From an optimization exercise on the open Yosys and OpenROAD flow, aimed at small area, a short achievable clock period and few clock cycles per item; shortcuts taken in it are not production practice. No functional check of the RTL was part of any run shown here.

## flow/design.v (module list and top-level ports; edited modules follow where they fit)
// module ydl_corr_cordic: 676 lines
// module ydl_angle_engine: 272 lines
module ydl_angle_engine (
    input  wire        clk,
    input  wire        rst,
    input  wire        hdr_valid,
    output wire        hdr_ready,
    input  wire [15:0] hdr_start_code,
    input  wire [15:0] hdr_end_code,
    input  wire [7:0]  hdr_count,
    input  wire [13:0] hdr_dist_first,
    input  wire [13:0] hdr_dist_last,
    input  wire        smp_valid,
    output wire        smp_ready,
    input  wire [23:0] smp_raw,
    output wire        out_valid,
    input  wire        out_ready,
    output reg  [15:0] out_angle,
    output reg  [13:0] out_dist,
    output reg  [9:0]  out_intensity,
    output reg         out_last
);
  // ...
==> flow/run.sh <==
#!/bin/bash
# synth_recipe.tcl (not shown) runs the flow's synth.tcl, then flattens the netlist and writes it again
# the make line also repeats each setting of config.mk as NAME=value (left out here)
make -C /OpenROAD-flow-scripts/flow DESIGN_CONFIG=/design/flow/config.mk WORK_HOME=/design/flow/orfs CLKGATE_MAP_FILE= SYNTH_SCRIPT=/design/flow/synth_recipe.tcl finish
==> flow/config.mk <==
export PLATFORM = sky130hd
export DESIGN_NAME = ydl_angle_engine
export DESIGN_NICKNAME = ydl_angle_engine
export VERILOG_FILES = /design/flow/design.v
export SDC_FILE = /design/flow/constraint.sdc
export NUM_CORES = 4
export LEC_CHECK = 0
export ABC_AREA = 1
export CAP_MARGIN = 20
export CORE_MARGIN = 2
export CORE_UTILIZATION = 40
export SLEW_MARGIN = 20
==> flow/constraint.sdc <==
create_clock -name core_clock -period 12.0 [get_ports {clk}]
set_input_delay 2.4000 -clock core_clock [delete_from_list [all_inputs] [get_ports {clk}]]
set_output_delay 2.4000 -clock core_clock [all_outputs]
set_load 0.01 [all_outputs]
==> metrics.yaml, run 1 <==
run_status:
  outcome: "no timing/DRC/antenna violations"
detailed_routing:
  route.detailed.drc: 0
  drt-met1-wl_um: 62600
  wl_met2_um: 59900
setup_path:
  r2r_end: "w_r[8]$_SDFFCE_PN0P_"
  cpPeakStageDelay_ps: 800
  path_class: "flip-flop to flip-flop"
  cp-start-kind: "flip-flop"
  cp.depth: 28
  arrival_ps: 6370
  cpMostUsedCell: "nand2_1"
  critPathCapture: "w_r[8]$_SDFFCE_PN0P_"
  r2r_slack_ps: 6080
die:
  die_w_um: 388
  die_h_um: 388
  taps: 1917
clock_tree:
  clock_sinks: 991
  cts_setup_buffers: 0
  cts_resized: 0
  cts_tree: "yes"
synth:
  synth_compound_area_share_pct: 8.78
  synth_top_area_share_pct: 47.5
  ys_seq_area_share_pct: 49.5
sta:
  relSlewSlack_pct: 25.4
  fmaxAchievable_mhz: 169
  min_period_ps: 5920
final_layout:
  seq-cell-share_pct: 44.2
  layout_common_cells: "nand2_1 (1210), edfxtp_1 (932), inv_1 (704)"
  largest_class: "flip-flops and latches"
  diodes: 1
  num-fill-cells: 13600
  final_nets: 6705
  drive_gt1_share_pct: 4.15
global_route:
  busiest_layer: "met2"
  grt_overflow: 0
  grt_max_degree: 179
place:
  placed_area_um2: 62600
worst_hold_path:
  min_from: "u_corr.pay_r11[25]$_DFFE_PN_"
==> module ydl_corr_cordic, before the edit <==
module ydl_corr_cordic (
    input  wire          clk,
    input  wire          rst,
    input  wire          en,
    input  wire          in_v,
    input  wire [25:0]   in_pay,
    input  wire [13:0]   in_d,
    input  wire [13:0]   in_dn,      
    input  wire [3:0]    in_sh,      
    input  wire          in_dz,      
    input  wire          in_n1,      
    input  wire [20:0]   in_z,
    input  wire          in_conv,
    output wire          out_v,
    output wire [25:0]   out_pay,
    output wire [20:0]   out_z,
    output wire [15:0]   out_ang
);
    wire [3:0]  sh = in_sh;
    wire        dz = in_dz;
    wire [13:0] dn = in_dn;
    reg  [17:0] k1, k2;
    always @(*) begin
        case ({dz, sh})
            5'd0: begin k1 = 18'd147; k2 = 18'd195; end
            5'd1: begin k1 = 18'd294; k2 = 18'd390; end
            5'd2: begin k1 = 18'd588; k2 = 18'd780; end
            5'd3: begin k1 = 18'd1176; k2 = 18'd1560; end
            5'd4: begin k1 = 18'd2352; k2 = 18'd3121; end
            5'd5: begin k1 = 18'd4705; k2 = 18'd6241; end
            5'd6: begin k1 = 18'd9409; k2 = 18'd12482; end
            5'd7: begin k1 = 18'd18819; k2 = 18'd24965; end
            5'd8: begin k1 = 18'd37638; k2 = 18'd49930; end
            5'd9: begin k1 = 18'd75275; k2 = 18'd99859; end
            default: begin k1 = 18'd78499; k2 = 18'd202970; end
        endcase
    end
    wire        m_n1 = in_n1;
    reg  [17:0] kx, ky;
    always @(*) begin
        case ({dz, m_n1, sh})
            6'd0: begin kx = 18'd244; ky = 18'd122; end
            6'd1: begin kx = 18'd489; ky = 18'd243; end
            6'd2: begin kx = 18'd978; ky = 18'd486; end
            6'd3: begin kx = 18'd1956; ky = 18'd972; end
            6'd4: begin kx = 18'd3912; ky = 18'd1945; end
            6'd5: begin kx = 18'd7825; ky = 18'd3889; end
            6'd6: begin kx = 18'd15650; ky = 18'd7778; end
            6'd7: begin kx = 18'd31301; ky = 18'd15556; end
            6'd8: begin kx = 18'd62603; ky = 18'd31111; end
            6'd9: begin kx = 18'd125204; ky = 18'd62222; end
            6'd16: begin kx = 18'd50; ky = 18'd268; end
            6'd17: begin kx = 18'd99; ky = 18'd537; end
            6'd18: begin kx = 18'd198; ky = 18'd1074; end
            6'd19: begin kx = 18'd396; ky = 18'd2148; end
            6'd20: begin kx = 18'd792; ky = 18'd4297; end
            6'd21: begin kx = 18'd1585; ky = 18'd8593; end
            6'd22: begin kx = 18'd3168; ky = 18'd17186; end
            6'd23: begin kx = 18'd6337; ky = 18'd34374; end
            6'd24: begin kx = 18'd12673; ky = 18'd68749; end
            6'd25: begin kx = 18'd25346; ky = 18'd137496; end
            6'd57: begin kx = 18'd108086; ky = 18'd242219; end
            default: begin kx = 18'd0; ky = 18'd0; end
        endcase
    end
    wire [17:0] m_dp = {1'b0, dn, 3'd0};
    wire [17:0] m_dh = {2'b0, dn, 2'd0};
    wire [17:0] m_xa = m_n1 ? m_dp : 18'd0;
    wire [17:0] m_ya = m_n1 ? 18'd0 : m_dp;
    wire px1_s = m_xa[0] ^ m_dh[0];
    wire px1_c = m_xa[0] & m_dh[0];
    wire px2_s = m_xa[1] ^ m_dh[1] ^ kx[1];
    wire px2_c = (m_xa[1] & m_dh[1]) | (m_xa[1] & kx[1]) | (m_dh[1] & kx[1]);
    wire px3_s = m_xa[2] ^ m_dh[2] ^ kx[2];
    wire px3_c = (m_xa[2] & m_dh[2]) | (m_xa[2] & kx[2]) | (m_dh[2] & kx[2]);
    wire px4_s = m_xa[3] ^ m_dh[3] ^ kx[3];
    wire px4_c = (m_xa[3] & m_dh[3]) | (m_xa[3] & kx[3]) | (m_dh[3] & kx[3]);
    wire px5_s = m_xa[4] ^ m_dh[4] ^ kx[4];
    wire px5_c = (m_xa[4] & m_dh[4]) | (m_xa[4] & kx[4]) | (m_dh[4] & kx[4]);
    wire px6_s = m_xa[5] ^ m_dh[5] ^ kx[5];
    wire px6_c = (m_xa[5] & m_dh[5]) | (m_xa[5] & kx[5]) | (m_dh[5] & kx[5]);
    wire px7_s = m_xa[6] ^ m_dh[6] ^ kx[6];
    wire px7_c = (m_xa[6] & m_dh[6]) | (m_xa[6] & kx[6]) | (m_dh[6] & kx[6]);
    wire px8_s = m_xa[7] ^ m_dh[7] ^ kx[7];
    wire px8_c = (m_xa[7] & m_dh[7]) | (m_xa[7] & kx[7]) | (m_dh[7] & kx[7]);
    wire px9_s = m_xa[8] ^ m_dh[8] ^ kx[8];
    wire px9_c = (m_xa[8] & m_dh[8]) | (m_xa[8] & kx[8]) | (m_dh[8] & kx[8]);
    wire px10_s = m_xa[9] ^ m_dh[9] ^ kx[9];
    wire px10_c = (m_xa[9] & m_dh[9]) | (m_xa[9] & kx[9]) | (m_dh[9] & kx[9]);
    wire px11_s = m_xa[10] ^ m_dh[10] ^ kx[10];
    wire px11_c = (m_xa[10] & m_dh[10]) | (m_xa[10] & kx[10]) | (m_dh[10] & kx[10]);
    wire px12_s = m_xa[11] ^ m_dh[11] ^ kx[11];
    wire px12_c = (m_xa[11] & m_dh[11]) | (m_xa[11] & kx[11]) | (m_dh[11] & kx[11]);
    wire px13_s = m_xa[12] ^ m_dh[12] ^ kx[12];
    wire px13_c = (m_xa[12] & m_dh[12]) | (m_xa[12] & kx[12]) | (m_dh[12] & kx[12]);
    wire px14_s = m_xa[13] ^ m_dh[13] ^ kx[13];
    wire px14_c = (m_xa[13] & m_dh[13]) | (m_xa[13] & kx[13]) | (m_dh[13] & kx[13]);
    wire px15_s = m_xa[14] ^ m_dh[14] ^ kx[14];
    wire px15_c = (m_xa[14] & m_dh[14]) | (m_xa[14] & kx[14]) | (m_dh[14] & kx[14]);
    wire px16_s = m_xa[15] ^ m_dh[15] ^ kx[15];
    wire px16_c = (m_xa[15] & m_dh[15]) | (m_xa[15] & kx[15]) | (m_dh[15] & kx[15]);
    wire px17_s = m_xa[16] ^ m_dh[16] ^ kx[16];
    wire px17_c = (m_xa[16] & m_dh[16]) | (m_xa[16] & kx[16]) | (m_dh[16] & kx[16]);
    wire px18_s = m_xa[17] ^ m_dh[17] ^ kx[17];
    wire px18_c = (m_xa[17] & m_dh[17]) | (m_xa[17] & kx[17]) | (m_dh[17] & kx[17]);
    wire [17:0] x_s0 = {px17_c, px16_c, px15_c, px14_c, px13_c, px12_c, px11_c, px10_c, px9_c, px8_c, px7_c, px6_c, px5_c, px4_c, px3_c, px2_c, px1_c, px1_s} + {px18_s, px17_s, px16_s, px15_s, px14_s, px13_s, px12_s, px11_s, px10_s, px9_s, px8_s, px7_s, px6_s, px5_s, px4_s, px3_s, px2_s, kx[0]};
    wire py19_s = ky[1] ^ ~m_dh[1];
    wire py19_c = ky[1] & ~m_dh[1];
    wire py20_s = ky[2] ^ ~m_dh[2];
    wire py20_c = ky[2] & ~m_dh[2];
    wire py21_s = ky[3] ^ ~m_dh[3];
    wire py21_c = ky[3] & ~m_dh[3];
    wire py22_s = ky[4] ^ ~m_dh[4];
    wire py22_c = ky[4] & ~m_dh[4];
    wire py23_s = ky[5] ^ ~m_dh[5];
    wire py23_c = ky[5] & ~m_dh[5];
    wire py24_s = ky[6] ^ ~m_dh[6];
    wire py24_c = ky[6] & ~m_dh[6];
    wire py25_s = ky[7] ^ ~m_dh[7];
    wire py25_c = ky[7] & ~m_dh[7];
    wire py26_s = ky[8] ^ ~m_dh[8];
    wire py26_c = ky[8] & ~m_dh[8];
    wire py27_s = ky[9] ^ ~m_dh[9];
    wire py27_c = ky[9] & ~m_dh[9];
    wire py28_s = ky[10] ^ ~m_dh[10];
    wire py28_c = ky[10] & ~m_dh[10];
    wire py29_s = ky[11] ^ ~m_dh[11];
    wire py29_c = ky[11] & ~m_dh[11];
    wire py30_s = ky[12] ^ ~m_dh[12];
    wire py30_c = ky[12] & ~m_dh[12];
    wire py31_s = ky[13] ^ ~m_dh[13];
    wire py31_c = ky[13] & ~m_dh[13];
    wire py32_s = ky[14] ^ ~m_dh[14];
    wire py32_c = ky[14] & ~m_dh[14];
    wire py33_s = ky[15] ^ ~m_dh[15];
    wire py33_c = ky[15] & ~m_dh[15];
    wire py34_s = ky[16] ^ ~m_dh[16];
    wire py34_c = ky[16] & ~m_dh[16];
    wire py35_s = ky[17] ^ ~m_dh[17];
    wire py35_c = ky[17] & ~m_dh[17];
    wire py36_s = ky[0] ^ ~m_dh[0];
    wire py36_c = ky[0] & ~m_dh[0];
    wire py37_s = py19_s ^ ~m_ya[1] ^ 1'b1;
    wire py37_c = (py19_s & ~m_ya[1]) | (py19_s & 1'b1) | (~m_ya[1] & 1'b1);
    wire py38_s = py19_c ^ py20_s ^ ~m_ya[2];
    wire py38_c = (py19_c & py20_s) | (py19_c & ~m_ya[2]) | (py20_s & ~m_ya[2]);
    wire py39_s = py20_c ^ py21_s ^ ~m_ya[3];
    wire py39_c = (py20_c & py21_s) | (py20_c & ~m_ya[3]) | (py21_s & ~m_ya[3]);
    wire py40_s = py21_c ^ py22_s ^ ~m_ya[4];
    wire py40_c = (py21_c & py22_s) | (py21_c & ~m_ya[4]) | (py22_s & ~m_ya[4]);
    wire py41_s = py22_c ^ py23_s ^ ~m_ya[5];
    wire py41_c = (py22_c & py23_s) | (py22_c & ~m_ya[5]) | (py23_s & ~m_ya[5]);
    wire py42_s = py23_c ^ py24_s ^ ~m_ya[6];
    wire py42_c = (py23_c & py24_s) | (py23_c & ~m_ya[6]) | (py24_s & ~m_ya[6]);
    wire py43_s = py24_c ^ py25_s ^ ~m_ya[7];
    wire py43_c = (py24_c & py25_s) | (py24_c & ~m_ya[7]) | (py25_s & ~m_ya[7]);
    wire py44_s = py25_c ^ py26_s ^ ~m_ya[8];
    wire py44_c = (py25_c & py26_s) | (py25_c & ~m_ya[8]) | (py26_s & ~m_ya[8]);
    wire py45_s = py26_c ^ py27_s ^ ~m_ya[9];
    wire py45_c = (py26_c & py27_s) | (py26_c & ~m_ya[9]) | (py27_s & ~m_ya[9]);
    wire py46_s = py27_c ^ py28_s ^ ~m_ya[10];
    wire py46_c = (py27_c & py28_s) | (py27_c & ~m_ya[10]) | (py28_s & ~m_ya[10]);
    wire py47_s = py28_c ^ py29_s ^ ~m_ya[11];
    wire py47_c = (py28_c & py29_s) | (py28_c & ~m_ya[11]) | (py29_s & ~m_ya[11]);
    wire py48_s = py29_c ^ py30_s ^ ~m_ya[12];
    wire py48_c = (py29_c & py30_s) | (py29_c & ~m_ya[12]) | (py30_s & ~m_ya[12]);
    wire py49_s = py30_c ^ py31_s ^ ~m_ya[13];
    wire py49_c = (py30_c & py31_s) | (py30_c & ~m_ya[13]) | (py31_s & ~m_ya[13]);
    wire py50_s = py31_c ^ py32_s ^ ~m_ya[14];
    wire py50_c = (py31_c & py32_s) | (py31_c & ~m_ya[14]) | (py32_s & ~m_ya[14]);
    wire py51_s = py32_c ^ py33_s ^ ~m_ya[15];
    wire py51_c = (py32_c & py33_s) | (py32_c & ~m_ya[15]) | (py33_s & ~m_ya[15]);
    wire py52_s = py33_c ^ py34_s ^ ~m_ya[16];
    wire py52_c = (py33_c & py34_s) | (py33_c & ~m_ya[16]) | (py34_s & ~m_ya[16]);
    wire py53_s = py34_c ^ py35_s ^ ~m_ya[17];
    wire py53_c = (py34_c & py35_s) | (py34_c & ~m_ya[17]) | (py35_s & ~m_ya[17]);
    wire [17:0] y_s0 = {py52_c, py51_c, py50_c, py49_c, py48_c, py47_c, py46_c, py45_c, py44_c, py43_c, py42_c, py41_c, py40_c, py39_c, py38_c, py37_c, py36_c, py36_s} + {py53_s, py52_s, py51_s, py50_s, py49_s, py48_s, py47_s, py46_s, py45_s, py44_s, py43_s, py42_s, py41_s, py40_s, py39_s, py38_s, py37_s, ~m_ya[0]};
    reg [17:0] x_r1;
    reg [17:0] y_r1;
    reg [20:0] z_r1;
    reg [0:0] conv_r1;
    reg [25:0] pay_r1;
    always @(posedge clk) if (en) begin x_r1 <= x_s0; y_r1 <= y_s0; z_r1 <= in_z; conv_r1 <= in_conv; pay_r1 <= in_pay; end
    reg v_r1;
    always @(posedge clk) if (rst) v_r1 <= 1'b0; else if (en) v_r1 <= in_v;
    reg p1_r1; always @(posedge clk) if (en) p1_r1 <= ~m_n1;
    wire n2 = y_r1[17];
    wire signed [23:0] ye2 = $signed(y_r1);
    wire signed [23:0] xe2 = {6'd0, x_r1};
    wire signed [23:0] xs2 = xe2 >>> 2;
    wire signed [23:0] ys2 = ye2 >>> 2;
    wire [24:0] yc2 = {ye2, 1'b1} + {xs2 ^ {24{~n2}}, ~n2};
    wire [23:0] yn2 = yc2[24:1];
    wire [24:0] xc2 = {xe2, 1'b1} + {ys2 ^ {24{n2}}, n2};
    wire [23:0] xn2 = xc2[24:1];
    wire [17:0] x_i2 = xn2[17:0];
    wire [16:0] y_i2 = yn2[16:0];
    wire [21:0] cv_m = z_r1[14:0] * 22'd91;
    wire [21:0] z_cm = conv_r1 ? cv_m : {1'b0, z_r1};
    wire n3 = y_i2[16];
    wire signed [23:0] ye3 = $signed(y_i2);
    wire signed [23:0] xe3 = {6'd0, x_i2};
    wire signed [23:0] xs3 = xe3 >>> 3;
    wire signed [23:0] ys3 = ye3 >>> 3;
    wire [24:0] yc3 = {ye3, 1'b1} + {xs3 ^ {24{~n3}}, ~n3};
    wire [23:0] yn3 = yc3[24:1];
    wire [24:0] xc3 = {xe3, 1'b1} + {ys3 ^ {24{n3}}, n3};
    wire [23:0] xn3 = xc3[24:1];
    wire [17:0] x_i3 = xn3[17:0];
    wire [15:0] y_i3 = yn3[15:0];
    reg [17:0] x_r3;
    reg [15:0] y_r3;
    reg [21:0] z_r3;
    reg [0:0] conv_r3;
    reg [25:0] pay_r3;
    always @(posedge clk) if (en) begin x_r3 <= x_i3; y_r3 <= y_i3; z_r3 <= z_cm; conv_r3 <= conv_r1; pay_r3 <= pay_r1; end
    reg v_r3;
    always @(posedge clk) if (rst) v_r3 <= 1'b0; else if (en) v_r3 <= v_r1;
    reg p1_r3; always @(posedge clk) if (en) p1_r3 <= p1_r1;
    reg p2_r3; always @(posedge clk) if (en) p2_r3 <= ~n2;
    reg p3_r3; always @(posedge clk) if (en) p3_r3 <= ~n3;
    wire n4 = y_r3[15];
    wire signed [23:0] ye4 = $signed(y_r3);
    wire signed [23:0] xe4 = {6'd0, x_r3};
    wire signed [23:0] xs4 = xe4 >>> 4;
    wire signed [23:0] ys4 = ye4 >>> 4;
    wire [24:0] yc4 = {ye4, 1'b1} + {xs4 ^ {24{~n4}}, ~n4};
    wire [23:0] yn4 = yc4[24:1];
    wire [24:0] xc4 = {xe4, 1'b1} + {ys4 ^ {24{n4}}, n4};
    wire [23:0] xn4 = xc4[24:1];
    wire [17:0] x_i4 = xn4[17:0];
    wire [14:0] y_i4 = yn4[14:0];
    wire [21:0] cv_m2 = z_r3;
    wire [20:0] cv_t = cv_m2[20:0] + {11'd0, cv_m2[21:12]} + 21'd23;
    wire [20:0] z_cv = conv_r3 ? cv_t : z_r3[20:0];
    wire n5 = y_i4[14];
    wire signed [23:0] ye5 = $signed(y_i4);
    wire signed [23:0] xe5 = {6'd0, x_i4};
    wire signed [23:0] xs5 = xe5 >>> 5;
    wire signed [23:0] ys5 = ye5 >>> 5;
    wire [24:0] yc5 = {ye5, 1'b1} + {xs5 ^ {24{~n5}}, ~n5};
    wire [23:0] yn5 = yc5[24:1];
    wire [24:0] xc5 = {xe5, 1'b1} + {ys5 ^ {24{n5}}, n5};
    wire [23:0] xn5 = xc5[24:1];
    wire [17:0] x_i5 = xn5[17:0];
    wire [13:0] y_i5 = yn5[13:0];
    reg [17:0] x_r5;
    reg [13:0] y_r5;
    reg [20:0] z_r5;
    reg [25:0] pay_r5;
    always @(posedge clk) if (en) begin x_r5 <= x_i5; y_r5 <= y_i5; z_r5 <= z_cv; pay_r5 <= pay_r3; end
    reg v_r5;
    always @(posedge clk) if (rst) v_r5 <= 1'b0; else if (en) v_r5 <= v_r3;
    reg p1_r5; always @(posedge clk) if (en) p1_r5 <= p1_r3;
    reg p2_r5; always @(posedge clk) if (en) p2_r5 <= p2_r3;
    reg p3_r5; always @(posedge clk) if (en) p3_r5 <= p3_r3;
    reg p4_r5; always @(posedge clk) if (en) p4_r5 <= ~n4;
    reg p5_r5; always @(posedge clk) if (en) p5_r5 <= ~n5;
    wire n6 = y_r5[13];
    wire signed [23:0] ye6 = $signed(y_r5);
    wire signed [23:0] xe6 = {6'd0, x_r5};
    wire signed [23:0] xs6 = xe6 >>> 6;
    wire signed [23:0] ys6 = ye6 >>> 6;
    wire [24:0] yc6 = {ye6, 1'b1} + {xs6 ^ {24{~n6}}, ~n6};
    wire [23:0] yn6 = yc6[24:1];
    wire [12:0] y_i6 = yn6[12:0];
    wire n7 = y_i6[12];
    wire signed [23:0] ye7 = $signed(y_i6);
    wire signed [23:0] xe7 = {6'd0, x_r5};
    wire signed [23:0] xs7 = xe7 >>> 7;
    wire signed [23:0] ys7 = ye7 >>> 7;
    wire [24:0] yc7 = {ye7, 1'b1} + {xs7 ^ {24{~n7}}, ~n7};
    wire [23:0] yn7 = yc7[24:1];
    wire [11:0] y_i7 = yn7[11:0];
    reg [17:0] x_r7;
    reg [11:0] y_r7;
    reg [20:0] z_r7;
    reg [25:0] pay_r7;
    always @(posedge clk) if (en) begin x_r7 <= x_r5; y_r7 <= y_i7; z_r7 <= z_r5; pay_r7 <= pay_r5; end
    reg v_r7;
    always @(posedge clk) if (rst) v_r7 <= 1'b0; else if (en) v_r7 <= v_r5;
    reg p1_r7; always @(posedge clk) if (en) p1_r7 <= p1_r5;
    reg p2_r7; always @(posedge clk) if (en) p2_r7 <= p2_r5;
    reg p3_r7; always @(posedge clk) if (en) p3_r7 <= p3_r5;
    reg p4_r7; always @(posedge clk) if (en) p4_r7 <= p4_r5;
    reg p5_r7; always @(posedge clk) if (en) p5_r7 <= p5_r5;
    reg p6_r7; always @(posedge clk) if (en) p6_r7 <= ~n6;
    reg p7_r7; always @(posedge clk) if (en) p7_r7 <= ~n7;
    wire n8 = y_r7[11];
    wire signed [23:0] ye8 = $signed(y_r7);
    wire signed [23:0] xe8 = {6'd0, x_r7};
    wire signed [23:0] xs8 = xe8 >>> 8;
    wire signed [23:0] ys8 = ye8 >>> 8;
    wire [24:0] yc8 = {ye8, 1'b1} + {xs8 ^ {24{~n8}}, ~n8};
    wire [23:0] yn8 = yc8[24:1];
    wire [10:0] y_i8 = yn8[10:0];
    wire n9 = y_i8[10];
    wire signed [23:0] ye9 = $signed(y_i8);
    wire signed [23:0] xe9 = {6'd0, x_r7};
    wire signed [23:0] xs9 = xe9 >>> 9;
    wire signed [23:0] ys9 = ye9 >>> 9;
    wire [24:0] yc9 = {ye9, 1'b1} + {xs9 ^ {24{~n9}}, ~n9};
    wire [23:0] yn9 = yc9[24:1];
    wire [9:0] y_i9 = yn9[9:0];
    reg [17:0] x_r9;
    reg [9:0] y_r9;
    reg [20:0] z_r9;
    reg [25:0] pay_r9;
    always @(posedge clk) if (en) begin x_r9 <= x_r7; y_r9 <= y_i9; z_r9 <= z_r7; pay_r9 <= pay_r7; end
    reg v_r9;
    always @(posedge clk) if (rst) v_r9 <= 1'b0; else if (en) v_r9 <= v_r7;
    reg p1_r9; always @(posedge clk) if (en) p1_r9 <= p1_r7;
    reg p2_r9; always @(posedge clk) if (en) p2_r9 <= p2_r7;
    reg p3_r9; always @(posedge clk) if (en) p3_r9 <= p3_r7;
    reg p4_r9; always @(posedge clk) if (en) p4_r9 <= p4_r7;
    reg p5_r9; always @(posedge clk) if (en) p5_r9 <= p5_r7;
    reg p6_r9; always @(posedge clk) if (en) p6_r9 <= p6_r7;
    reg p7_r9; always @(posedge clk) if (en) p7_r9 <= p7_r7;
    reg p8_r9; always @(posedge clk) if (en) p8_r9 <= ~n8;
    reg p9_r9; always @(posedge clk) if (en) p9_r9 <= ~n9;
    wire n10 = y_r9[9];
    wire signed [23:0] ye10 = $signed(y_r9);
    wire signed [23:0] xe10 = {6'd0, x_r9};
    wire signed [23:0] xs10 = xe10 >>> 10;
    wire signed [23:0] ys10 = ye10 >>> 10;
    wire [24:0] yc10 = {ye10, 1'b1} + {xs10 ^ {24{~n10}}, ~n10};
    wire [23:0] yn10 = yc10[24:1];
    wire [8:0] y_i10 = yn10[8:0];
    wire n11 = y_i10[8];
    wire signed [23:0] ye11 = $signed(y_i10);
    wire signed [23:0] xe11 = {6'd0, x_r9};
    wire signed [23:0] xs11 = xe11 >>> 11;
    wire signed [23:0] ys11 = ye11 >>> 11;
    wire [24:0] yc11 = {ye11, 1'b1} + {xs11 ^ {24{~n11}}, ~n11};
    wire [23:0] yn11 = yc11[24:1];
    wire [7:0] y_i11 = yn11[7:0];
    reg [17:0] x_r11;
    reg [7:0] y_r11;
    reg [20:0] z_r11;
    reg [25:0] pay_r11;
    always @(posedge clk) if (en) begin x_r11 <= x_r9; y_r11 <= y_i11; z_r11 <= z_r9; pay_r11 <= pay_r9; end
    reg v_r11;
    always @(posedge clk) if (rst) v_r11 <= 1'b0; else if (en) v_r11 <= v_r9;
    reg p1_r11; always @(posedge clk) if (en) p1_r11 <= p1_r9;
    reg p2_r11; always @(posedge clk) if (en) p2_r11 <= p2_r9;
    reg p3_r11; always @(posedge clk) if (en) p3_r11 <= p3_r9;
    reg p4_r11; always @(posedge clk) if (en) p4_r11 <= p4_r9;
    reg p5_r11; always @(posedge clk) if (en) p5_r11 <= p5_r9;
    reg p6_r11; always @(posedge clk) if (en) p6_r11 <= p6_r9;
    reg p7_r11; always @(posedge clk) if (en) p7_r11 <= p7_r9;
    reg p8_r11; always @(posedge clk) if (en) p8_r11 <= p8_r9;
    reg p9_r11; always @(posedge clk) if (en) p9_r11 <= p9_r9;
    reg p10_r11; always @(posedge clk) if (en) p10_r11 <= ~n10;
    reg p11_r11; always @(posedge clk) if (en) p11_r11 <= ~n11;
    wire n12 = y_r11[7];
    wire signed [23:0] ye12 = $signed(y_r11);
    wire signed [23:0] xe12 = {6'd0, x_r11};
    wire signed [23:0] xs12 = xe12 >>> 12;
    wire signed [23:0] ys12 = ye12 >>> 12;
    wire [24:0] yc12 = {ye12, 1'b1} + {xs12 ^ {24{~n12}}, ~n12};
    wire [23:0] yn12 = yc12[24:1];
    wire [6:0] y_i12 = yn12[6:0];
    wire n13 = y_i12[6];
    wire signed [23:0] ye13 = $signed(y_i12);
    wire signed [23:0] xe13 = {6'd0, x_r11};
    wire signed [23:0] xs13 = xe13 >>> 13;
    wire signed [23:0] ys13 = ye13 >>> 13;
    wire [24:0] yc13 = {ye13, 1'b1} + {xs13 ^ {24{~n13}}, ~n13};
    wire [23:0] yn13 = yc13[24:1];
    wire [5:0] y_i13 = yn13[5:0];
    wire ta54_s = z_r11[1] ^ p1_r11;
    wire ta54_c = z_r11[1] & p1_r11;
    wire ta55_s = z_r11[2] ^ p2_r11 ^ p3_r11;
    wire ta55_c = (z_r11[2] & p2_r11) | (z_r11[2] & p3_r11) | (p2_r11 & p3_r11);
    wire ta56_s = p4_r11 ^ p5_r11;
    wire ta56_c = p4_r11 & p5_r11;
    wire ta57_s = z_r11[3] ^ p2_r11;
    wire ta57_c = z_r11[3] & p2_r11;
    wire ta58_s = z_r11[4] ^ 1'b1;
    wire ta58_c = z_r11[4] & 1'b1;
    wire ta59_s = z_r11[5] ^ p5_r11;
    wire ta59_c = z_r11[5] & p5_r11;
    wire ta60_s = z_r11[6] ^ 1'b1 ^ p2_r11;
    wire ta60_c = (z_r11[6] & 1'b1) | (z_r11[6] & p2_r11) | (1'b1 & p2_r11);
    wire ta61_s = p3_r11 ^ p4_r11;
    wire ta61_c = p3_r11 & p4_r11;
    wire ta62_s = z_r11[7] ^ p2_r11 ^ p4_r11;
    wire ta62_c = (z_r11[7] & p2_r11) | (z_r11[7] & p4_r11) | (p2_r11 & p4_r11);
    wire ta63_s = z_r11[8] ^ 1'b1;
    wire ta63_c = z_r11[8] & 1'b1;
    wire ta64_s = ta54_s ^ p2_r11 ^ p5_r11;
    wire ta64_c = (ta54_s & p2_r11) | (ta54_s & p5_r11) | (p2_r11 & p5_r11);
    wire ta65_s = ta54_c ^ ta55_s ^ ta56_s;
    wire ta65_c = (ta54_c & ta55_s) | (ta54_c & ta56_s) | (ta55_s & ta56_s);
    wire ta66_s = p6_r11 ^ p10_r11;
    wire ta66_c = p6_r11 & p10_r11;
    wire ta67_s = ta55_c ^ ta56_c ^ ta57_s;
    wire ta67_c = (ta55_c & ta56_c) | (ta55_c & ta57_s) | (ta56_c & ta57_s);
    wire ta68_s = p6_r11 ^ p9_r11 ^ p10_r11;
    wire ta68_c = (p6_r11 & p9_r11) | (p6_r11 & p10_r11) | (p9_r11 & p10_r11);
    wire ta69_s = ta57_c ^ ta58_s ^ p5_r11;
    wire ta69_c = (ta57_c & ta58_s) | (ta57_c & p5_r11) | (ta58_s & p5_r11);
    wire ta70_s = p6_r11 ^ p8_r11 ^ p9_r11;
    wire ta70_c = (p6_r11 & p8_r11) | (p6_r11 & p9_r11) | (p8_r11 & p9_r11);
    wire ta71_s = ta58_c ^ ta59_s ^ p6_r11;
    wire ta71_c = (ta58_c & ta59_s) | (ta58_c & p6_r11) | (ta59_s & p6_r11);
    wire ta72_s = p7_r11 ^ p8_r11 ^ ~n12;
    wire ta72_c = (p7_r11 & p8_r11) | (p7_r11 & ~n12) | (p8_r11 & ~n12);
    wire ta73_s = ta59_c ^ ta60_s ^ ta61_s;
    wire ta73_c = (ta59_c & ta60_s) | (ta59_c & ta61_s) | (ta60_s & ta61_s);
    wire ta74_s = p5_r11 ^ p7_r11 ^ p11_r11;
    wire ta74_c = (p5_r11 & p7_r11) | (p5_r11 & p11_r11) | (p7_r11 & p11_r11);
    wire ta75_s = ta60_c ^ ta61_c ^ ta62_s;
    wire ta75_c = (ta60_c & ta61_c) | (ta60_c & ta62_s) | (ta61_c & ta62_s);
    wire ta76_s = p6_r11 ^ p10_r11 ^ ~n12;
    wire ta76_c = (p6_r11 & p10_r11) | (p6_r11 & ~n12) | (p10_r11 & ~n12);
    wire ta77_s = ta62_c ^ ta63_s ^ p1_r11;
    wire ta77_c = (ta62_c & ta63_s) | (ta62_c & p1_r11) | (ta63_s & p1_r11);
    wire ta78_s = p5_r11 ^ p9_r11 ^ p11_r11;
    wire ta78_c = (p5_r11 & p9_r11) | (p5_r11 & p11_r11) | (p9_r11 & p11_r11);
    wire ta79_s = ta63_c ^ z_r11[9] ^ p2_r11;
    wire ta79_c = (ta63_c & z_r11[9]) | (ta63_c & p2_r11) | (z_r11[9] & p2_r11);
    wire ta80_s = p4_r11 ^ p8_r11 ^ p10_r11;
    wire ta80_c = (p4_r11 & p8_r11) | (p4_r11 & p10_r11) | (p8_r11 & p10_r11);
    wire ta81_s = z_r11[10] ^ p2_r11 ^ p3_r11;
    wire ta81_c = (z_r11[10] & p2_r11) | (z_r11[10] & p3_r11) | (p2_r11 & p3_r11);
    wire ta82_s = p7_r11 ^ p9_r11;
    wire ta82_c = p7_r11 & p9_r11;
    wire ta83_s = z_r11[11] ^ 1'b1 ^ p1_r11;
    wire ta83_c = (z_r11[11] & 1'b1) | (z_r11[11] & p1_r11) | (1'b1 & p1_r11);
    wire ta84_s = p2_r11 ^ p6_r11 ^ p8_r11;
    wire ta84_c = (p2_r11 & p6_r11) | (p2_r11 & p8_r11) | (p6_r11 & p8_r11);
    wire ta85_s = z_r11[12] ^ p1_r11 ^ p2_r11;
    wire ta85_c = (z_r11[12] & p1_r11) | (z_r11[12] & p2_r11) | (p1_r11 & p2_r11);
    wire ta86_s = p5_r11 ^ p7_r11;
    wire ta86_c = p5_r11 & p7_r11;
    wire ta87_s = z_r11[13] ^ 1'b1 ^ p1_r11;
    wire ta87_c = (z_r11[13] & 1'b1) | (z_r11[13] & p1_r11) | (1'b1 & p1_r11);
    wire ta88_s = p2_r11 ^ p4_r11 ^ p6_r11;
    wire ta88_c = (p2_r11 & p4_r11) | (p2_r11 & p6_r11) | (p4_r11 & p6_r11);
    wire ta89_s = z_r11[14] ^ 1'b1 ^ p2_r11;
    wire ta89_c = (z_r11[14] & 1'b1) | (z_r11[14] & p2_r11) | (1'b1 & p2_r11);
    wire ta90_s = p3_r11 ^ p5_r11;
    wire ta90_c = p3_r11 & p5_r11;
    wire ta91_s = z_r11[15] ^ p1_r11;
    wire ta91_c = z_r11[15] & p1_r11;
    wire ta92_s = ta64_s ^ p6_r11;
    wire ta92_c = ta64_s & p6_r11;
    wire ta93_s = ta64_c ^ ta65_s ^ ta66_s;
    wire ta93_c = (ta64_c & ta65_s) | (ta64_c & ta66_s) | (ta65_s & ta66_s);
    wire ta94_s = ta65_c ^ ta66_c ^ ta67_s;
    wire ta94_c = (ta65_c & ta66_c) | (ta65_c & ta67_s) | (ta66_c & ta67_s);
    wire ta95_s = ta67_c ^ ta68_c ^ ta69_s;
    wire ta95_c = (ta67_c & ta68_c) | (ta67_c & ta69_s) | (ta68_c & ta69_s);
    wire ta96_s = ta69_c ^ ta70_c ^ ta71_s;
    wire ta96_c = (ta69_c & ta70_c) | (ta69_c & ta71_s) | (ta70_c & ta71_s);
    wire ta97_s = ta71_c ^ ta72_c ^ ta73_s;
    wire ta97_c = (ta71_c & ta72_c) | (ta71_c & ta73_s) | (ta72_c & ta73_s);
    wire ta98_s = ta73_c ^ ta74_c ^ ta75_s;
    wire ta98_c = (ta73_c & ta74_c) | (ta73_c & ta75_s) | (ta74_c & ta75_s);
    wire ta99_s = ta75_c ^ ta76_c ^ ta77_s;
    wire ta99_c = (ta75_c & ta76_c) | (ta75_c & ta77_s) | (ta76_c & ta77_s);
    wire ta100_s = ta77_c ^ ta78_c ^ ta79_s;
    wire ta100_c = (ta77_c & ta78_c) | (ta77_c & ta79_s) | (ta78_c & ta79_s);
    wire ta101_s = ta79_c ^ ta80_c ^ ta81_s;
    wire ta101_c = (ta79_c & ta80_c) | (ta79_c & ta81_s) | (ta80_c & ta81_s);
    wire ta102_s = ta81_c ^ ta82_c ^ ta83_s;
    wire ta102_c = (ta81_c & ta82_c) | (ta81_c & ta83_s) | (ta82_c & ta83_s);
    wire ta103_s = ta83_c ^ ta84_c ^ ta85_s;
    wire ta103_c = (ta83_c & ta84_c) | (ta83_c & ta85_s) | (ta84_c & ta85_s);
    wire ta104_s = ta85_c ^ ta86_c ^ ta87_s;
    wire ta104_c = (ta85_c & ta86_c) | (ta85_c & ta87_s) | (ta86_c & ta87_s);
    wire ta105_s = ta87_c ^ ta88_c ^ ta89_s;
    wire ta105_c = (ta87_c & ta88_c) | (ta87_c & ta89_s) | (ta88_c & ta89_s);
    wire ta106_s = ta89_c ^ ta90_c ^ ta91_s;
    wire ta106_c = (ta89_c & ta90_c) | (ta89_c & ta91_s) | (ta90_c & ta91_s);
    wire ta107_s = ta91_c ^ z_r11[16];
    wire ta107_c = ta91_c & z_r11[16];
    wire ta108_s = z_r11[17] ^ 1'b1;
    wire ta108_c = z_r11[17] & 1'b1;
    wire ta109_s = z_r11[18] ^ 1'b1;
    wire ta109_c = z_r11[18] & 1'b1;
    wire ta110_s = ta92_s ^ p11_r11;
    wire ta110_c = ta92_s & p11_r11;
    wire ta111_s = ta92_c ^ ta93_s ^ p11_r11;
    wire ta111_c = (ta92_c & ta93_s) | (ta92_c & p11_r11) | (ta93_s & p11_r11);
    wire ta112_s = ta93_c ^ ta94_s ^ ta68_s;
    wire ta112_c = (ta93_c & ta94_s) | (ta93_c & ta68_s) | (ta94_s & ta68_s);
    wire ta113_s = ta94_c ^ ta95_s ^ ta70_s;
    wire ta113_c = (ta94_c & ta95_s) | (ta94_c & ta70_s) | (ta95_s & ta70_s);
    wire ta114_s = ta95_c ^ ta96_s ^ ta72_s;
    wire ta114_c = (ta95_c & ta96_s) | (ta95_c & ta72_s) | (ta96_s & ta72_s);
    wire ta115_s = ta96_c ^ ta97_s ^ ta74_s;
    wire ta115_c = (ta96_c & ta97_s) | (ta96_c & ta74_s) | (ta97_s & ta74_s);
    wire ta116_s = ta97_c ^ ta98_s ^ ta76_s;
    wire ta116_c = (ta97_c & ta98_s) | (ta97_c & ta76_s) | (ta98_s & ta76_s);
    wire ta117_s = ta98_c ^ ta99_s ^ ta78_s;
    wire ta117_c = (ta98_c & ta99_s) | (ta98_c & ta78_s) | (ta99_s & ta78_s);
    wire ta118_s = ta99_c ^ ta100_s ^ ta80_s;
    wire ta118_c = (ta99_c & ta100_s) | (ta99_c & ta80_s) | (ta100_s & ta80_s);
    wire ta119_s = ta100_c ^ ta101_s ^ ta82_s;
    wire ta119_c = (ta100_c & ta101_s) | (ta100_c & ta82_s) | (ta101_s & ta82_s);
    wire ta120_s = ta101_c ^ ta102_s ^ ta84_s;
    wire ta120_c = (ta101_c & ta102_s) | (ta101_c & ta84_s) | (ta102_s & ta84_s);
    wire ta121_s = ta102_c ^ ta103_s ^ ta86_s;
    wire ta121_c = (ta102_c & ta103_s) | (ta102_c & ta86_s) | (ta103_s & ta86_s);
    wire ta122_s = ta103_c ^ ta104_s ^ ta88_s;
    wire ta122_c = (ta103_c & ta104_s) | (ta103_c & ta88_s) | (ta104_s & ta88_s);
    wire ta123_s = ta104_c ^ ta105_s ^ ta90_s;
    wire ta123_c = (ta104_c & ta105_s) | (ta104_c & ta90_s) | (ta105_s & ta90_s);
    wire ta124_s = ta105_c ^ ta106_s ^ p4_r11;
    wire ta124_c = (ta105_c & ta106_s) | (ta105_c & p4_r11) | (ta106_s & p4_r11);
    wire ta125_s = ta106_c ^ ta107_s ^ p3_r11;
    wire ta125_c = (ta106_c & ta107_s) | (ta106_c & p3_r11) | (ta107_s & p3_r11);
    wire ta126_s = ta107_c ^ ta108_s ^ p2_r11;
    wire ta126_c = (ta107_c & ta108_s) | (ta107_c & p2_r11) | (ta108_s & p2_r11);
    wire ta127_s = ta108_c ^ ta109_s ^ p1_r11;
    wire ta127_c = (ta108_c & ta109_s) | (ta108_c & p1_r11) | (ta109_s & p1_r11);
    wire ta128_s = ta109_c ^ z_r11[19] ^ 1'b1;
    wire ta128_c = (ta109_c & z_r11[19]) | (ta109_c & 1'b1) | (z_r11[19] & 1'b1);
    wire ta129_s = z_r11[20] ^ 1'b1;
    wire ta129_c = z_r11[20] & 1'b1;
    reg [17:0] x_r13;
    reg [5:0] y_r13;
    reg [25:0] pay_r13;
    always @(posedge clk) if (en) begin x_r13 <= x_r11; y_r13 <= y_i13; pay_r13 <= pay_r11; end
    reg v_r13;
    always @(posedge clk) if (rst) v_r13 <= 1'b0; else if (en) v_r13 <= v_r11;
    reg p13_r13; always @(posedge clk) if (en) p13_r13 <= ~n13;
    reg [20:0] ra_r13, rb_r13;
    always @(posedge clk) if (en) begin ra_r13 <= {ta128_c, ta127_c, ta126_c, ta125_c, ta124_c, ta123_c, ta122_c, ta121_c, ta120_c, ta119_c, ta118_c, ta117_c, ta116_c, ta115_c, ta114_c, ta113_c, ta112_c, ta111_c, ta110_c, ta110_s, z_r11[0]}; rb_r13 <= {ta129_s, ta128_s, ta127_s, ta126_s, ta125_s, ta124_s, ta123_s, ta122_s, ta121_s, ta120_s, ta119_s, ta118_s, ta117_s, ta116_s, ta115_s, ta114_s, ta113_s, ta112_s, ta111_s, ~n12, 1'b0}; end
    wire n14 = y_r13[5];
    wire signed [23:0] ye14 = $signed(y_r13);
    wire signed [23:0] xe14 = {6'd0, x_r13};
    wire signed [23:0] xs14 = xe14 >>> 14;
    wire signed [23:0] ys14 = ye14 >>> 14;
    wire [24:0] yc14 = {ye14, 1'b1} + {xs14 ^ {24{~n14}}, ~n14};
    wire [23:0] yn14 = yc14[24:1];
    wire [4:0] y_i14 = yn14[4:0];
    wire n15 = y_i14[4];
    wire tb130_s = p13_r13 ^ ~n15;
    wire tb130_c = p13_r13 & ~n15;
    wire tb131_s = ~n14 ^ ra_r13[5];
    wire tb131_c = ~n14 & ra_r13[5];
    wire tb132_s = p13_r13 ^ ra_r13[6];
    wire tb132_c = p13_r13 & ra_r13[6];
    wire tb133_s = p13_r13 ^ ra_r13[1];
    wire tb133_c = p13_r13 & ra_r13[1];
    wire tb134_s = ~n15 ^ ra_r13[2] ^ rb_r13[2];
    wire tb134_c = (~n15 & ra_r13[2]) | (~n15 & rb_r13[2]) | (ra_r13[2] & rb_r13[2]);
    wire tb135_s = ~n14 ^ ra_r13[3] ^ rb_r13[3];
    wire tb135_c = (~n14 & ra_r13[3]) | (~n14 & rb_r13[3]) | (ra_r13[3] & rb_r13[3]);
    wire tb136_s = tb130_s ^ ra_r13[4] ^ rb_r13[4];
    wire tb136_c = (tb130_s & ra_r13[4]) | (tb130_s & rb_r13[4]) | (ra_r13[4] & rb_r13[4]);
    wire tb137_s = tb130_c ^ tb131_s ^ rb_r13[5];
    wire tb137_c = (tb130_c & tb131_s) | (tb130_c & rb_r13[5]) | (tb131_s & rb_r13[5]);
    wire tb138_s = tb131_c ^ tb132_s ^ rb_r13[6];
    wire tb138_c = (tb131_c & tb132_s) | (tb131_c & rb_r13[6]) | (tb132_s & rb_r13[6]);
    wire tb139_s = tb132_c ^ ra_r13[7] ^ rb_r13[7];
    wire tb139_c = (tb132_c & ra_r13[7]) | (tb132_c & rb_r13[7]) | (ra_r13[7] & rb_r13[7]);
    wire tb140_s = ra_r13[8] ^ rb_r13[8];
    wire tb140_c = ra_r13[8] & rb_r13[8];
    wire tb141_s = ra_r13[9] ^ rb_r13[9];
    wire tb141_c = ra_r13[9] & rb_r13[9];
    wire tb142_s = ra_r13[10] ^ rb_r13[10];
    wire tb142_c = ra_r13[10] & rb_r13[10];
    wire tb143_s = ra_r13[11] ^ rb_r13[11];
    wire tb143_c = ra_r13[11] & rb_r13[11];
    wire tb144_s = ra_r13[12] ^ rb_r13[12];
    wire tb144_c = ra_r13[12] & rb_r13[12];
    wire tb145_s = ra_r13[13] ^ rb_r13[13];
    wire tb145_c = ra_r13[13] & rb_r13[13];
    wire tb146_s = ra_r13[14] ^ rb_r13[14];
    wire tb146_c = ra_r13[14] & rb_r13[14];
    wire tb147_s = ra_r13[15] ^ rb_r13[15];
    wire tb147_c = ra_r13[15] & rb_r13[15];
    wire tb148_s = ra_r13[16] ^ rb_r13[16];
    wire tb148_c = ra_r13[16] & rb_r13[16];
    wire tb149_s = ra_r13[17] ^ rb_r13[17];
    wire tb149_c = ra_r13[17] & rb_r13[17];
    wire tb150_s = ra_r13[18] ^ rb_r13[18];
    wire tb150_c = ra_r13[18] & rb_r13[18];
    wire tb151_s = ra_r13[19] ^ rb_r13[19];
    wire tb151_c = ra_r13[19] & rb_r13[19];
    wire tb152_s = ra_r13[20] ^ rb_r13[20];
    wire tb152_c = ra_r13[20] & rb_r13[20];
    wire [20:0] z_sum = {tb151_c, tb150_c, tb149_c, tb148_c, tb147_c, tb146_c, tb145_c, tb144_c, tb143_c, tb142_c, tb141_c, tb140_c, tb139_c, tb138_c, tb137_c, tb136_c, tb135_c, tb134_c, tb133_c, tb133_s, ra_r13[0]} + {tb152_s, tb151_s, tb150_s, tb149_s, tb148_s, tb147_s, tb146_s, tb145_s, tb144_s, tb143_s, tb142_s, tb141_s, tb140_s, tb139_s, tb138_s, tb137_s, tb136_s, tb135_s, tb134_s, rb_r13[1], rb_r13[0]};
    reg  [20:0] z_q;
    reg  [25:0] pay_q;
    reg         v_q;
    always @(posedge clk) if (en) begin z_q <= z_sum; pay_q <= pay_r13; end
    always @(posedge clk) if (rst) v_q <= 1'b0; else if (en) v_q <= v_r13;
    assign out_z = z_q;
    assign out_pay = pay_q;
    assign out_v = v_q;
    wire m153_s = z_q[5] ^ z_q[3];
    wire m153_c = z_q[5] & z_q[3];
    wire m154_s = z_q[6] ^ z_q[4] ^ z_q[3];
    wire m154_c = (z_q[6] & z_q[4]) | (z_q[6] & z_q[3]) | (z_q[4] & z_q[3]);
    wire m155_s = z_q[7] ^ z_q[5] ^ z_q[4];
    wire m155_c = (z_q[7] & z_q[5]) | (z_q[7] & z_q[4]) | (z_q[5] & z_q[4]);
    wire m156_s = z_q[8] ^ z_q[6] ^ z_q[5];
    wire m156_c = (z_q[8] & z_q[6]) | (z_q[8] & z_q[5]) | (z_q[6] & z_q[5]);
    wire m157_s = z_q[9] ^ z_q[7] ^ z_q[6];
    wire m157_c = (z_q[9] & z_q[7]) | (z_q[9] & z_q[6]) | (z_q[7] & z_q[6]);
    wire m158_s = z_q[10] ^ z_q[8] ^ z_q[7];
    wire m158_c = (z_q[10] & z_q[8]) | (z_q[10] & z_q[7]) | (z_q[8] & z_q[7]);
    wire m159_s = z_q[11] ^ z_q[9] ^ z_q[8];
    wire m159_c = (z_q[11] & z_q[9]) | (z_q[11] & z_q[8]) | (z_q[9] & z_q[8]);
    wire m160_s = z_q[12] ^ z_q[10] ^ z_q[9];
    wire m160_c = (z_q[12] & z_q[10]) | (z_q[12] & z_q[9]) | (z_q[10] & z_q[9]);
    wire m161_s = z_q[13] ^ z_q[11] ^ z_q[10];
    wire m161_c = (z_q[13] & z_q[11]) | (z_q[13] & z_q[10]) | (z_q[11] & z_q[10]);
    wire m162_s = z_q[14] ^ z_q[12] ^ z_q[11];
    wire m162_c = (z_q[14] & z_q[12]) | (z_q[14] & z_q[11]) | (z_q[12] & z_q[11]);
    wire m163_s = z_q[15] ^ z_q[13] ^ z_q[12];
    wire m163_c = (z_q[15] & z_q[13]) | (z_q[15] & z_q[12]) | (z_q[13] & z_q[12]);
    wire m164_s = z_q[16] ^ z_q[14] ^ z_q[13];
    wire m164_c = (z_q[16] & z_q[14]) | (z_q[16] & z_q[13]) | (z_q[14] & z_q[13]);
    wire m165_s = z_q[17] ^ z_q[15] ^ z_q[14];
    wire m165_c = (z_q[17] & z_q[15]) | (z_q[17] & z_q[14]) | (z_q[15] & z_q[14]);
    wire m166_s = z_q[18] ^ z_q[16] ^ z_q[15];
    wire m166_c = (z_q[18] & z_q[16]) | (z_q[18] & z_q[15]) | (z_q[16] & z_q[15]);
    wire m167_s = z_q[19] ^ z_q[17] ^ z_q[16];
    wire m167_c = (z_q[19] & z_q[17]) | (z_q[19] & z_q[16]) | (z_q[17] & z_q[16]);
    wire m168_s = z_q[20] ^ z_q[18] ^ z_q[17];
    wire m168_c = (z_q[20] & z_q[18]) | (z_q[20] & z_q[17]) | (z_q[18] & z_q[17]);
    wire m169_s = z_q[19] ^ z_q[18];
    wire m169_c = z_q[19] & z_q[18];
    wire m170_s = z_q[20] ^ z_q[19];
    wire m170_c = z_q[20] & z_q[19];
    wire m171_s = z_q[3] ^ z_q[1];
    wire m171_c = z_q[3] & z_q[1];
    wire m172_s = z_q[4] ^ z_q[2] ^ z_q[1];
    wire m172_c = (z_q[4] & z_q[2]) | (z_q[4] & z_q[1]) | (z_q[2] & z_q[1]);
    wire m173_s = m153_s ^ z_q[2] ^ z_q[0];
    wire m173_c = (m153_s & z_q[2]) | (m153_s & z_q[0]) | (z_q[2] & z_q[0]);
    wire m174_s = m153_c ^ m154_s ^ z_q[1];
    wire m174_c = (m153_c & m154_s) | (m153_c & z_q[1]) | (m154_s & z_q[1]);
    wire m175_s = m154_c ^ m155_s ^ z_q[2];
    wire m175_c = (m154_c & m155_s) | (m154_c & z_q[2]) | (m155_s & z_q[2]);
    wire m176_s = m155_c ^ m156_s ^ z_q[3];
    wire m176_c = (m155_c & m156_s) | (m155_c & z_q[3]) | (m156_s & z_q[3]);
    wire m177_s = m156_c ^ m157_s ^ z_q[4];
    wire m177_c = (m156_c & m157_s) | (m156_c & z_q[4]) | (m157_s & z_q[4]);
    wire m178_s = m157_c ^ m158_s ^ z_q[5];
    wire m178_c = (m157_c & m158_s) | (m157_c & z_q[5]) | (m158_s & z_q[5]);
    wire m179_s = m158_c ^ m159_s ^ z_q[6];
    wire m179_c = (m158_c & m159_s) | (m158_c & z_q[6]) | (m159_s & z_q[6]);
    wire m180_s = m159_c ^ m160_s ^ z_q[7];
    wire m180_c = (m159_c & m160_s) | (m159_c & z_q[7]) | (m160_s & z_q[7]);
    wire m181_s = m160_c ^ m161_s ^ z_q[8];
    wire m181_c = (m160_c & m161_s) | (m160_c & z_q[8]) | (m161_s & z_q[8]);
    wire m182_s = m161_c ^ m162_s ^ z_q[9];
    wire m182_c = (m161_c & m162_s) | (m161_c & z_q[9]) | (m162_s & z_q[9]);
    wire m183_s = m162_c ^ m163_s ^ z_q[10];
    wire m183_c = (m162_c & m163_s) | (m162_c & z_q[10]) | (m163_s & z_q[10]);
    wire m184_s = m163_c ^ m164_s ^ z_q[11];
    wire m184_c = (m163_c & m164_s) | (m163_c & z_q[11]) | (m164_s & z_q[11]);
    wire m185_s = m164_c ^ m165_s ^ z_q[12];
    wire m185_c = (m164_c & m165_s) | (m164_c & z_q[12]) | (m165_s & z_q[12]);
    wire m186_s = m165_c ^ m166_s ^ z_q[13];
    wire m186_c = (m165_c & m166_s) | (m165_c & z_q[13]) | (m166_s & z_q[13]);
    wire m187_s = m166_c ^ m167_s ^ z_q[14];
    wire m187_c = (m166_c & m167_s) | (m166_c & z_q[14]) | (m167_s & z_q[14]);
    wire m188_s = m167_c ^ m168_s ^ z_q[15];
    wire m188_c = (m167_c & m168_s) | (m167_c & z_q[15]) | (m168_s & z_q[15]);
    wire m189_s = m168_c ^ m169_s ^ z_q[16];
    wire m189_c = (m168_c & m169_s) | (m168_c & z_q[16]) | (m169_s & z_q[16]);
    wire m190_s = m169_c ^ m170_s ^ z_q[17];
    wire m190_c = (m169_c & m170_s) | (m169_c & z_q[17]) | (m170_s & z_q[17]);
    wire m191_s = m170_c ^ z_q[20] ^ z_q[18];
    wire m191_c = (m170_c & z_q[20]) | (m170_c & z_q[18]) | (z_q[20] & z_q[18]);
    wire [26:0] m45 = {1'b0, z_q[20], m191_c, m190_c, m189_c, m188_c, m187_c, m186_c, m185_c, m184_c, m183_c, m182_c, m181_c, m180_c, m179_c, m178_c, m177_c, m176_c, m175_c, m174_c, m173_c, m172_c, m171_c, m171_s, z_q[2], z_q[1], z_q[0]} + {1'b0, 1'b0, z_q[19], m191_s, m190_s, m189_s, m188_s, m187_s, m186_s, m185_s, m184_s, m183_s, m182_s, m181_s, m180_s, m179_s, m178_s, m177_s, m176_s, m175_s, m174_s, m173_s, m172_s, z_q[0], z_q[0], 1'b0, 1'b0};
    assign out_ang = m45[26:11];
endmodule
==> run 2: changes to the inputs <==
--- a/flow/design.v
+++ b/flow/design.v
@@ -4,16 +4,18 @@
     input  wire          en,
     input  wire          in_v,
     input  wire [25:0]   in_pay,
     input  wire [13:0]   in_d,
     input  wire [13:0]   in_dn,      
     input  wire [3:0]    in_sh,      
     input  wire          in_dz,      
     input  wire          in_n1,      
+    input  wire [17:0]   in_kx,      
+    input  wire [17:0]   in_ky,
     input  wire [20:0]   in_z,
     input  wire          in_conv,
     output wire          out_v,
     output wire [25:0]   out_pay,
     output wire [20:0]   out_z,
     output wire [15:0]   out_ang
 );
     wire [3:0]  sh = in_sh;
@@ -31,43 +33,17 @@
             5'd6: begin k1 = 18'd9409; k2 = 18'd12482; end
             5'd7: begin k1 = 18'd18819; k2 = 18'd24965; end
             5'd8: begin k1 = 18'd37638; k2 = 18'd49930; end
             5'd9: begin k1 = 18'd75275; k2 = 18'd99859; end
             default: begin k1 = 18'd78499; k2 = 18'd202970; end
         endcase
     end
     wire        m_n1 = in_n1;
-    reg  [17:0] kx, ky;
-    always @(*) begin
-        case ({dz, m_n1, sh})
-            6'd0: begin kx = 18'd244; ky = 18'd122; end
-            6'd1: begin kx = 18'd489; ky = 18'd243; end
-            6'd2: begin kx = 18'd978; ky = 18'd486; end
-            6'd3: begin kx = 18'd1956; ky = 18'd972; end
-            6'd4: begin kx = 18'd3912; ky = 18'd1945; end
-            6'd5: begin kx = 18'd7825; ky = 18'd3889; end
-            6'd6: begin kx = 18'd15650; ky = 18'd7778; end
-            6'd7: begin kx = 18'd31301; ky = 18'd15556; end
-            6'd8: begin kx = 18'd62603; ky = 18'd31111; end
-            6'd9: begin kx = 18'd125204; ky = 18'd62222; end
-            6'd16: begin kx = 18'd50; ky = 18'd268; end
-            6'd17: begin kx = 18'd99; ky = 18'd537; end
-            6'd18: begin kx = 18'd198; ky = 18'd1074; end
-            6'd19: begin kx = 18'd396; ky = 18'd2148; end
-            6'd20: begin kx = 18'd792; ky = 18'd4297; end
-            6'd21: begin kx = 18'd1585; ky = 18'd8593; end
-            6'd22: begin kx = 18'd3168; ky = 18'd17186; end
-            6'd23: begin kx = 18'd6337; ky = 18'd34374; end
-            6'd24: begin kx = 18'd12673; ky = 18'd68749; end
-            6'd25: begin kx = 18'd25346; ky = 18'd137496; end
-            6'd57: begin kx = 18'd108086; ky = 18'd242219; end
-            default: begin kx = 18'd0; ky = 18'd0; end
-        endcase
-    end
+    wire [17:0] kx = in_kx, ky = in_ky;
     wire [17:0] m_dp = {1'b0, dn, 3'd0};
     wire [17:0] m_dh = {2'b0, dn, 2'd0};
     wire [17:0] m_xa = m_n1 ? m_dp : 18'd0;
     wire [17:0] m_ya = m_n1 ? 18'd0 : m_dp;
     wire px1_s = m_xa[0] ^ m_dh[0];
     wire px1_c = m_xa[0] & m_dh[0];
     wire px2_s = m_xa[1] ^ m_dh[1] ^ kx[1];
     wire px2_c = (m_xa[1] & m_dh[1]) | (m_xa[1] & kx[1]) | (m_dh[1] & kx[1]);
@@ -669,16 +645,50 @@
     wire m189_c = (m168_c & m169_s) | (m168_c & z_q[16]) | (m169_s & z_q[16]);
     wire m190_s = m169_c ^ m170_s ^ z_q[17];
     wire m190_c = (m169_c & m170_s) | (m169_c & z_q[17]) | (m170_s & z_q[17]);
     wire m191_s = m170_c ^ z_q[20] ^ z_q[18];
     wire m191_c = (m170_c & z_q[20]) | (m170_c & z_q[18]) | (z_q[20] & z_q[18]);
     wire [26:0] m45 = {1'b0, z_q[20], m191_c, m190_c, m189_c, m188_c, m187_c, m186_c, m185_c, m184_c, m183_c, m182_c, m181_c, m180_c, m179_c, m178_c, m177_c, m176_c, m175_c, m174_c, m173_c, m172_c, m171_c, m171_s, z_q[2], z_q[1], z_q[0]} + {1'b0, 1'b0, z_q[19], m191_s, m190_s, m189_s, m188_s, m187_s, m186_s, m185_s, m184_s, m183_s, m182_s, m181_s, m180_s, m179_s, m178_s, m177_s, m176_s, m175_s, m174_s, m173_s, m172_s, z_q[0], z_q[0], 1'b0, 1'b0};
     assign out_ang = m45[26:11];
 endmodule
+module ydl_corr_ktab (
+    input  wire        dz,
+    input  wire        m_n1,
+    input  wire [3:0]  sh,
+    output reg  [17:0] kx,
+    output reg  [17:0] ky
+);
+    always @(*) begin
+        case ({dz, m_n1, sh})
+            6'd0: begin kx = 18'd244; ky = 18'd122; end
+            6'd1: begin kx = 18'd489; ky = 18'd243; end
+            6'd2: begin kx = 18'd978; ky = 18'd486; end
+            6'd3: begin kx = 18'd1956; ky = 18'd972; end
+            6'd4: begin kx = 18'd3912; ky = 18'd1945; end
+            6'd5: begin kx = 18'd7825; ky = 18'd3889; end
+            6'd6: begin kx = 18'd15650; ky = 18'd7778; end
+            6'd7: begin kx = 18'd31301; ky = 18'd15556; end
+            6'd8: begin kx = 18'd62603; ky = 18'd31111; end
+            6'd9: begin kx = 18'd125204; ky = 18'd62222; end
+            6'd16: begin kx = 18'd50; ky = 18'd268; end
+            6'd17: begin kx = 18'd99; ky = 18'd537; end
+            6'd18: begin kx = 18'd198; ky = 18'd1074; end
+            6'd19: begin kx = 18'd396; ky = 18'd2148; end
+            6'd20: begin kx = 18'd792; ky = 18'd4297; end
+            6'd21: begin kx = 18'd1585; ky = 18'd8593; end
+            6'd22: begin kx = 18'd3168; ky = 18'd17186; end
+            6'd23: begin kx = 18'd6337; ky = 18'd34374; end
+            6'd24: begin kx = 18'd12673; ky = 18'd68749; end
+            6'd25: begin kx = 18'd25346; ky = 18'd137496; end
+            6'd57: begin kx = 18'd108086; ky = 18'd242219; end
+            default: begin kx = 18'd0; ky = 18'd0; end
+        endcase
+    end
+endmodule
 module ydl_angle_engine (
     input  wire        clk,
     input  wire        rst,
     input  wire        hdr_valid,
     output wire        hdr_ready,
     input  wire [15:0] hdr_start_code,
     input  wire [15:0] hdr_end_code,
     input  wire [7:0]  hdr_count,
@@ -728,16 +738,17 @@
     wire        hdr_take = hdr_valid & hdr_ready;
     wire        smp_take = smp_valid & smp_ready;
     wire        e_last = (e_rem == 8'd1);
     wire        p_to_e = p_v & (~e_act | (smp_take & e_last));
     reg         r0_v, r0_b, r0_last, r0_conv;
     reg  [13:0] r0_d, r0_dn;
     reg  [3:0]  r0_sh;
     reg         r0_dz, r0_n1;
+    reg  [17:0] r0_kx, r0_ky;
     reg  [9:0]  r0_int;
     reg  [20:0] r0_z;
     always @(posedge clk) begin
         if (rst)
             r0_v <= 1'b0;
         else if (en)
             r0_v <= w_bub | smp_take;
     end
@@ -752,21 +763,33 @@
             14'b00001?????????: i_sh = 4'd4;
             14'b000001????????: i_sh = 4'd5;
             14'b0000001???????: i_sh = 4'd6;
             14'b00000001??????: i_sh = 4'd7;
             14'b000000001?????: i_sh = 4'd8;
             default:            i_sh = 4'd9;
         endcase
     end
+    wire [17:0] i_kx, i_ky;
+    wire        i_dz = (i_d == 14'd0);
+    wire        i_n1 = i_dz | (i_d >= 14'd25);
+    ydl_corr_ktab u_ktab (
+        .dz   (i_dz),
+        .m_n1 (i_n1),
+        .sh   (i_sh),
+        .kx   (i_kx),
+        .ky   (i_ky)
+    );
     always @(posedge clk) begin
         if (en) begin
             r0_sh <= i_sh;
-            r0_dz <= (i_d == 14'd0);
-            r0_n1 <= (i_d == 14'd0) | (i_d >= 14'd25);
+            r0_dz <= i_dz;
+            r0_n1 <= i_n1;
+            r0_kx <= i_kx;
+            r0_ky <= i_ky;
             r0_dn <= i_d << i_sh;
             if (w_bub) begin
                 r0_b    <= 1'b1;
                 r0_last <= (w_st == W_S1);
                 r0_conv <= 1'b1;
                 r0_d    <= (w_st == W_S0) ? hdr_dist_first : hdr_dist_last;
                 r0_z    <= {6'd0, (w_st == W_S0) ? hdr_start_code[15:1] : hdr_end_code[15:1]};
                 r0_int  <= 10'd0;
@@ -790,16 +813,18 @@
         .en     (en),
         .in_v   (r0_v),
         .in_pay ({r0_b, r0_last, r0_int, r0_d}),
         .in_d   (r0_d),
         .in_dn  (r0_dn),
         .in_sh  (r0_sh),
         .in_dz  (r0_dz),
         .in_n1  (r0_n1),
+        .in_kx  (r0_kx),
+        .in_ky  (r0_ky),
         .in_z   (r0_z),
         .in_conv(r0_conv),
         .out_v  (x_v),
         .out_pay(x_pay),
         .out_z  (x_z),
         .out_ang(x_ang)
     );
     wire        x_b    = x_pay[25];
==> metrics.yaml, run 2 <==
synth:
  ys_seq_area_share_pct: 50.3  # +0.87 points
  syn_avg_cell_area_um2: 10.4
  async_flop_share_pct: 0
  synth_edf_count: 962
  yosys_warnings: 3
  yosysMostFrequentCell: "nand2_1"
  synth_top_area_share_pct: 49.5  # +2.0 points
  synthTopCellsByCount: "nand2_1 (1162), edfxtp_1 (962), inv_1 (667)"
  netlist_area_um2: 58300
  synth_seq_cells: 986
setup_path:
  arrival_ps: 6340  # -30 ps
  critPathSlowestCell: "edfxtp_1"
  worstPathMaxFanout: 12
  cp-start-kind: "flip-flop"
  critPathTopFamily: "simple AND/OR/NAND/NOR gates"
  cpMostUsedCell: "nand2_1"
  path_class: "flip-flop to flip-flop"
  r2r_end: "w_r[6]$_SDFFCE_PN0P_"
  r2r_slack_ps: 6140  # +60 ps
  cp.required_ps: 12480
  cpPeakStageDelay_ps: 790  # about the same
  worst_r2r_path_depth: 25
worst_hold_path:
  hold_class: "flip-flop to flip-flop"
  min_from: "u_corr.p4_r9$_DFFE_PN_"
  holdPathStages: 0
clock_tree:
  cts_resized: 0  # unchanged
  cts_buffers: 101
  cts_setup_buffers: 0  # unchanged
  cts_tree: "yes"
  clkTransAtPathRegs_ps: 60
  root_buffer: "clkbuf_16"
  clock_sinks: 986  # -0.50%
  cts_hold_buf: 0
  htreeDepth: 3
detailed_routing:
  vias_per_cell: 5.01
  route.detailed.drc: 0  # unchanged
  first_iter_violations: 2866
  routed_wl_um: 131000
  vias: 39000
sta:
  relSlewSlack_pct: 25.6  # +0.20 points
  min_period_ps: 5860  # -55.7 ps
  setup-tns-final_ps: 0
  fmaxAchievable_mhz: 171  # +0.95%
  skew_ps: 51.9
  tightest_slew_ps: 1110
die:
  initial_core_util_pct: 40.2
  die_h_um: 386  # -0.52%
  fp.dieArea_um2: 149000
  die_w_um: 386  # -0.52%
  core_area_um2: 145000
run_status:
  outcome: "no timing/DRC/antenna violations"
global_route:
  grt_overflow: 0  # unchanged
  track_usage_pct: 17.6
  grt_max_degree: 162  # -9.5%
final_layout:
  drive_gt1_share_pct: 4.39  # +0.24 points
  layout_common_cells: "nand2_1 (1161), edfxtp_1 (962), inv_1 (666)"
  area_delta_synth_final_pct: 12.1
  design_area_um2: 65400
  final_nets: 6508  # -2.9%
place:
  port_buffers: 138
  placed_area_um2: 62000  # -0.95%
  dp.cells: 7600
[run 2: worst max path at each step]
stage / startpoint / end / slack, ps / cells after the start
after floorplan: skid_v$_SDFF_PP0_ / r0_b$_DFFE_PN_ / 1990 / 2
after global placement: smp_valid / e_acc[19]$_DFFE_PP_ / 5810 / 11
after global routing: w_r[9]$_SDFFCE_PN0P_ / w_r[8]$_SDFFCE_PN0P_ / 5590 / 26
final: w_r[9]$_SDFFCE_PN0P_ / w_r[6]$_SDFFCE_PN0P_ / 6140 / 25
after CTS: w_r[9]$_SDFFCE_PN0P_ / w_r[8]$_SDFFCE_PN0P_ / 6240 / 25
after detailed placement: smp_valid / e_acc[24]$_DFFE_PP_ / 5780 / 11
[run 2: logic make-up after synthesis]
kind of cell    after synthesis  share of synthesized area (%)
simple gates               1800                           12.8
flops                       986                           50.3
compound gates              905                           8.53
buf+inv                     770                           5.09
fa+ha+maj                   625                           15.5
xor+xnor                    518                           7.79
[run 2: final cells by class]
type,instances,area (µm²)
antenna,3,7.51
clock buffer,120,2640
clock inverter,69,758
fill,13400,79800
inverter,683,2570
multi-input combinational,3848,26000
sequential,986,29400
tap,1917,2400
timing repair buffer,166,1600
[run 2: worst register-to-register path: stages (launching register included)]
cell	delay (ps)
edfxtp_1	790
inv_1	240
ha_1	380
nand2_1	90
inv_1	40
a21oi_1	260
nand3_1	140
nand2_1	120
nand2_2	190
xor2_1	200
ha_1	410
nand2_1	70
o21ai_0	280
a41oi_1	210
nand3_1	170
nand2_1	380
xor2_1	280
ha_1	380
a21oi_1	230
nor2_1	70
a211oi_1	190
o21ai_1	190
nand2_1	130
nand3_1	80
nand2_1	70
nor2_1	40
[run 2: layer usage]
| metal | up-vias | share of wire, % | global-route usage, % |
|---|---|---|---|
| met5 | - | 0.019 | 0 |
| met2 | 782 | 43 | 26.6 |
| met1 | 18600 | 50 | 26.4 |
| met4 | 4 | 2.1 | 4.27 |
| met3 | 169 | 5.0 | 2.79 |
| li1 | 19500 | - | - |

-- port drivers added, routing unchanged --
How much do the figures lean on ideal ports? The routed layouts below were timed once more, with nothing changed but the port constraints. Step 1, drivers: a clkbuf_16 drives clk and a buf_2 each remaining input, both assumed. Step 2 adds t to the input delays and takes it off the output delays; t is the mean of the earliest and latest rising clock arrival at the registers after step 1. Input paths then give back, and output paths get back, about the clock's delay inside the block. Three values: no drivers, after step 1, after step 2; two values: the first two.
run	t (ns)	setup WS [ns]	worst hold slack (ns)
run 1	0.768	6.082 / 6.082 / 5.857	0.409 / 0.409 / 0.409
run 2	0.786	6.138 / 6.138 / 5.907	0.408 / 0.408 / 0.408
After both steps setup and hold are still met in every run listed. For run 2, which loses most, drivers alone change the setup slack by 0.000 ns; drivers and shift together by -0.231 ns.
